From an optimization exercise on the open Yosys and OpenROAD flow, aimed at small area and a short achievable clock period; shortcuts taken in it are not production practice. Power is estimated from default activity; no workload was simulated.

== v26 ==
## usim_dispatch
module usim_dispatch (
    input  wire         clk,
    input  wire         rst_n,
    input  wire         cfg_we,
    input  wire [2:0]   cfg_idx,
    input  wire [16:0]  cfg_base,
    input  wire [16:0]  cfg_size,
    input  wire [3:0]   cfg_count,
    input  wire         build_start,
    output reg  [1:0]   phase,
    output reg  [1:0]   fault_code,
    output reg  [2:0]   fault_i,
    output reg  [2:0]   fault_j,
    input  wire         c_req,
    input  wire         c_we,
    input  wire [15:0]  c_addr,
    input  wire [7:0]   c_wdata,
    output reg          c_ack,
    output reg  [7:0]   c_rdata,
    output reg          m_req,
    output wire         m_we,
    output wire [15:0]  m_addr,
    output wire [7:0]   m_wdata,
    input  wire         m_ack,
    input  wire [7:0]   m_rdata,
    output reg  [7:0]   d_req,
    output wire         d_we,
    output reg  [127:0] d_off,
    output wire [7:0]   d_wdata,
    input  wire [7:0]   d_ack,
    input  wire [63:0]  d_rdata
);
For scale: ~2200 cells after synthesis, about 280 flip-flops, about 21000 um2 of cells after synthesis.
==> flow/config.mk <==
export PLATFORM = sky130hd
export DESIGN_NAME = usim_dispatch
export DESIGN_NICKNAME = usim_dispatch
export VERILOG_FILES = /design/flow/design.v
export SDC_FILE = /design/flow/constraint.sdc
export NUM_CORES = 4
export LEC_CHECK = 0
export CAP_MARGIN = 20
export CORE_MARGIN = 2
export CORE_UTILIZATION = 40
export SETUP_SLACK_MARGIN = 5
export SLEW_MARGIN = 20
==> flow/constraint.sdc <==
create_clock -name core_clock -period 12.0 [get_ports {clk}]
set_input_delay 2.4000 -clock core_clock [delete_from_list [all_inputs] [get_ports {clk}]]
set_output_delay 2.4000 -clock core_clock [all_outputs]
set_load 0.01 [all_outputs]
standard.sh (not shown) runs the stock make flow with config.mk's settings and CLKGATE_MAP_FILE= SYNTH_SCRIPT=/design/flow/synth_recipe.tcl, a recipe that flattens the netlist after the stock synthesis.
==> flow/flow/run.sh <==
#!/bin/bash
# Layout: the standard flow, with small fast port buffers and ABC left to
# map the adders itself (no ripple half/full-adder cells).
set -euo pipefail
bash standard.sh \
    "BUFFER_PORTS_ARGS=-buffer_cell sky130_fd_sc_hd__buf_1" \
    ADDER_MAP_FILE= \
    finish > standard_flow.log 2>&1
Both conditions hold for v26: the flow ran to the end and the final layout passed the timing, design-rule and antenna checks.
The following lists how v9 was set up differently from v26:
- swapping 5 for 3 in SETUP_SLACK_MARGIN
==> flow/flow/run.sh <==
#!/bin/bash
# Layout: the standard flow (standard.sh), with
#  - ABC mapping with flow/abc_map.script (delay-oriented) instead of ORFS's,
#  - ABC left to map the adders itself (no half/full-adder cells),
#  - small fast port buffers (buf_1) instead of clkdlybuf4s50_1.
# Everything else, the registers included, is the standard synthesis and flow.
set -euo pipefail
export MY_ABC_SCRIPT="$PWD/flow/abc_map.script"
bash standard.sh \
    "SYNTH_SCRIPT=$PWD/flow/synth.tcl" \
    "BUFFER_PORTS_ARGS=-buffer_cell sky130_fd_sc_hd__buf_1" \
    ADDER_MAP_FILE= \
    finish > standard_flow.log 2>&1
==> flow/flow/abc_map.script (new file) <==
strash
&get -n
&st
&dch
&nf
&st
&syn2
&if -g -K 6
&synch2
&nf
&put
strash
dch
map {D}
buffer
upsize {D}
dnsize {D}
stime -p
==> flow/flow/synth.tcl (new file) <==
# The standard flow's synthesis script (synth_recipe.tcl), with ORFS's ABC script replaced
# by flow/abc_map.script (delay-oriented mapping).
proc synth {args} { yosys synth -nofsm -noshare {*}$args }
proc fix_abc_script {n1 n2 op} { set ::abc_script $::env(MY_ABC_SCRIPT) }
trace add variable ::abc_script write fix_abc_script
source $::env(SCRIPTS_DIR)/synth.tcl
# left out here: clear keep_hierarchy, flatten, clean up, hide names made inside functions, write 1_2_yosys.v
==> results.txt <==
v26 vs v9, highest metal layer used by the detailed router: met4 vs met5
After detailed routing, v26 needs more wire than v9.
Diff v26 -> v9: routed length on met3 dropped 25%; finished layout cell area dropped 20%; post-synthesis sequential area ratio barely changed; die outline area barely changed; utilization after layout dropped 12 points.
v26 → v9: area after synthesis level, peak clock frequency supported by timing lower, highest fanout seen on the critical path +21.
The following lists how v29 was set up differently from v9:
- clearing SETUP_SLACK_MARGIN, which used to be 3
==> flow/flow/run.sh <==
#!/bin/bash
# Layout: the standard flow, with small fast port buffers and ABC left to
# map the adders itself (no ripple half/full-adder cells).
set -euo pipefail
bash standard.sh \
    "BUFFER_PORTS_ARGS=-buffer_cell sky130_fd_sc_hd__buf_1" \
    ADDER_MAP_FILE= \
    finish > standard_flow.log 2>&1
removed: flow/flow/abc_map.script
removed: flow/flow/synth.tcl
[summary]
Compared with v9, in v29 smallest setup slack after layout fell by 1180 ps, number of buffers inserted for hold repair after clock tree synthesis barely changed, multi-input combinational area share climbed 4.0 points, end-of-flow core utilization has remained practically unchanged.
Layout buffer count excluding clock buffers (higher): v29
v29 vs v9, worst setup path endpoint: c_rdata[5] vs c_ack
NOTE worst-path maximum fanout v9->v29 increased by more than a quarter
Changes observed in v29 relative to v9: combinational group share of total power moved down; global router's overall resource usage moved down.
## Diff of input files: v52 against v29
==> flow/flow/run.sh <==
#!/bin/bash
# Layout: the standard flow (standard.sh), with
#  - ABC mapping with flow/abc_map.script (delay-oriented) instead of ORFS's,
#  - ABC left to map the adders itself (no half/full-adder cells),
#  - small fast port buffers (buf_1) instead of clkdlybuf4s50_1.
# Everything else, the registers included, is the standard synthesis and flow.
set -euo pipefail
export MY_ABC_SCRIPT="$PWD/flow/abc_map.script"
bash standard.sh \
    "SYNTH_SCRIPT=$PWD/flow/synth.tcl" \
    "BUFFER_PORTS_ARGS=-buffer_cell sky130_fd_sc_hd__buf_1" \
    ADDER_MAP_FILE= \
    finish > standard_flow.log 2>&1
==> flow/flow/abc_map.script (new file) <==
strash
&get -n
&st
&dch
&nf
&st
&syn2
&if -g -K 6
&synch2
&nf
&put
strash
dch
map {D}
buffer
upsize {D}
dnsize {D}
stime -p
==> flow/flow/synth.tcl (new file) <==
# The standard flow's synthesis script (synth_recipe.tcl), with ORFS's ABC script replaced
# by flow/abc_map.script (delay-oriented mapping).
proc synth {args} { yosys synth -nofsm -noshare {*}$args }
proc fix_abc_script {n1 n2 op} { set ::abc_script $::env(MY_ABC_SCRIPT) }
trace add variable ::abc_script write fix_abc_script
source $::env(SCRIPTS_DIR)/synth.tcl
# left out here: clear keep_hierarchy, flatten, clean up, hide names made inside functions, write 1_2_yosys.v
==> comparison <==
In v52, post-route total power is higher than in v29. From v29 to v52 the numbers moved as follows: fmax shows an increase of 13%; source-to-sink clock delay at the later pin of the worst-skew pair lost 20 ps; detailed-route wire length on metal 1 saw an increase; signed area change from the synthesized netlist to the final layout held.
No functional check of the RTL was part of any run of this note.

========
== run A ==
usim_dispatch, a different RTL version from the one above (not shown whole).
Size: ~2300 cells after synthesis, roughly 290 flip-flops, roughly 340 I/O pins, ~19000 um^2 of cells after synthesis.
==> flow/config.mk <==
export PLATFORM = sky130hd
export DESIGN_NAME = usim_dispatch
export DESIGN_NICKNAME = usim_dispatch
export VERILOG_FILES = /design/flow/design.v
export SDC_FILE = /design/flow/constraint.sdc
export NUM_CORES = 4
export LEC_CHECK = 0
export CAP_MARGIN = 20
export CORE_MARGIN = 2
export CORE_UTILIZATION = 60
export CTS_BUF_LIST = sky130_fd_sc_hd__clkbuf_4 sky130_fd_sc_hd__clkbuf_8
export SETUP_SLACK_MARGIN = 5
export SLEW_MARGIN = 20
==> flow/constraint.sdc <==
create_clock -name core_clock -period 12.0 [get_ports {clk}]
set_input_delay 2.4000 -clock core_clock [delete_from_list [all_inputs] [get_ports {clk}]]
set_output_delay 2.4000 -clock core_clock [all_outputs]
set_load 0.01 [all_outputs]
==> flow/flow/run.sh <==
#!/bin/bash
# Layout: the standard flow (standard.sh), with
#  - ABC mapping with flow/abc_map.script (area-oriented, timing left to the repair steps) instead of ORFS's,
#  - ABC left to map the adders itself (no half/full-adder cells),
#  - small fast port buffers (buf_1) instead of clkdlybuf4s50_1.
# Everything else, the registers included, is the standard synthesis and flow.
set -euo pipefail
export MY_ABC_SCRIPT="$PWD/flow/abc_map.script"
bash standard.sh \
    "SYNTH_SCRIPT=$PWD/flow/synth.tcl" \
    "BUFFER_PORTS_ARGS=-buffer_cell sky130_fd_sc_hd__buf_1" \
    ADDER_MAP_FILE= \
    finish > standard_flow.log 2>&1
==> flow/flow/abc_map.script <==
strash
&get -n
&st
&dch
&nf
&st
&syn2
&if -g -K 6
&synch2
&nf
&put
strash
dc2
map -a
topo
stime -p
==> flow/flow/synth.tcl <==
# The standard flow's synthesis script (synth_recipe.tcl), with ORFS's ABC script replaced
# by flow/abc_map.script (area-oriented mapping).
proc synth {args} { yosys synth -nofsm -noshare {*}$args }
proc fix_abc_script {n1 n2 op} { set ::abc_script $::env(MY_ABC_SCRIPT) }
trace add variable ::abc_script write fix_abc_script
source $::env(SCRIPTS_DIR)/synth.tcl
# left out here: clear keep_hierarchy, flatten, clean up, hide names made inside functions, write 1_2_yosys.v
Setup changes, run A to run B
# run A
export LEC_CHECK = 0
export CAP_MARGIN = 20
export CORE_MARGIN = 2
export CORE_UTILIZATION = 60
export CTS_BUF_LIST = sky130_fd_sc_hd__clkbuf_4 sky130_fd_sc_hd__clkbuf_8
export SETUP_SLACK_MARGIN = 5
export SLEW_MARGIN = 20
create_clock -name core_clock -period 12.0 [get_ports {clk}]
# run B
export LEC_CHECK = 0
export CAP_MARGIN = 20
export CORE_MARGIN = 2
export CORE_UTILIZATION = 60
export CTS_BUF_LIST = sky130_fd_sc_hd__clkbuf_4 sky130_fd_sc_hd__clkbuf_8
export SETUP_SLACK_MARGIN = 3.5
export SLEW_MARGIN = 20
create_clock -name core_clock -period 12.0 [get_ports {clk}]
### Flow results
Run B vs run A, highest metal layer with signal wires: met4 vs met5. What run B reported for via count has to be multiplied by 1.10 to get the figure for run A. Comparing run A and run B, global-route usage is lower on run B. Of run A and run B, the higher combinational fraction of design power belongs to run A. The biggest cell delay along the critical path in run B was higher than what run A gave. Looking at first element of the critical path, the c_addr[1] result is from run A; the c_addr[13] one comes from run B. NOTE: power share of the clock group in run B exceeds that of run A.
> inputs changed (run B -> run C)
# run B
export LEC_CHECK = 0
export CAP_MARGIN = 20
export CORE_MARGIN = 2
export CORE_UTILIZATION = 60
export CTS_BUF_LIST = sky130_fd_sc_hd__clkbuf_4 sky130_fd_sc_hd__clkbuf_8
export SETUP_SLACK_MARGIN = 3.5
export SLEW_MARGIN = 20
create_clock -name core_clock -period 12.0 [get_ports {clk}]
# run C
export LEC_CHECK = 0
export CAP_MARGIN = 20
export CORE_MARGIN = 2
export CORE_UTILIZATION = 60
export CTS_BUF_LIST = sky130_fd_sc_hd__clkbuf_4 sky130_fd_sc_hd__clkbuf_8
export SETUP_SLACK_MARGIN = 4
export SLEW_MARGIN = 20
create_clock -name core_clock -period 12.0 [get_ports {clk}]
Findings:
Re final wirelength: run B and run C aren't equal, and the lower value belongs to run B. STATUS total power: run C loses against run B. Non-clock buffer count (higher): run C. [compare] base=run B new=run C: filler-free cell count of the finished design moved up; sequential share of layout area moved down. A endpoint of the worst setup timing path of c_rdata[4] is what run C shows, while c_rdata[3] belongs to run B. On layout overhead on the synthesized area: between run B and run C, it ends up higher for run C. Relative to run B, peak fanout along the critical path decreased by 12 in run C.
Function was not checked in any run of this note: the RTL went through the layout flow alone.

==> separate check: timing with driven ports <==
The results above use ideal ports. As a check the final layouts listed here were re-extracted and re-timed, cells and wires unchanged.
Step 1 (the two cells are an assumption about what drives the block):
set clk [get_ports {clk}]
set_driving_cell -lib_cell sky130_fd_sc_hd__clkbuf_16 $clk
set_driving_cell -lib_cell sky130_fd_sc_hd__buf_2 [delete_from_list [all_inputs] $clk]
Step 2 also shifts input and output timing later by t, the mid clock arrival at the registers, as if the neighbouring blocks saw the same clock.
Slacks: ideal / step 1 / step 2; pairs: ideal / step 1.
| run | shift t [ns] | setup slack, ns | cell pins on the clock port's net |
|---|---|---|---|
| v26 | 0.661 | 3.846 / 3.801 / 3.801 | 1 |
| v9 | 0.599 | 3.251 / 3.227 / 3.227 | 1 |
| v29 | 0.631 | 2.067 / 2.011 / 2.315 | 1 |
| v52 | 0.600 | 3.241 / 3.189 / 3.254 | 1 |
| run A | 0.643 | 3.737 / 3.662 / 3.662 | 1 |
| run B | 0.615 | 3.587 / 3.563 / 3.517 | 1 |
| run C | 0.625 | 3.831 / 3.764 / 3.482 | 1 |
After both steps every run listed still meets setup and hold. The setup slack of run C, which loses most, moves by -0.067 ns with the drivers and by -0.349 ns with both steps.
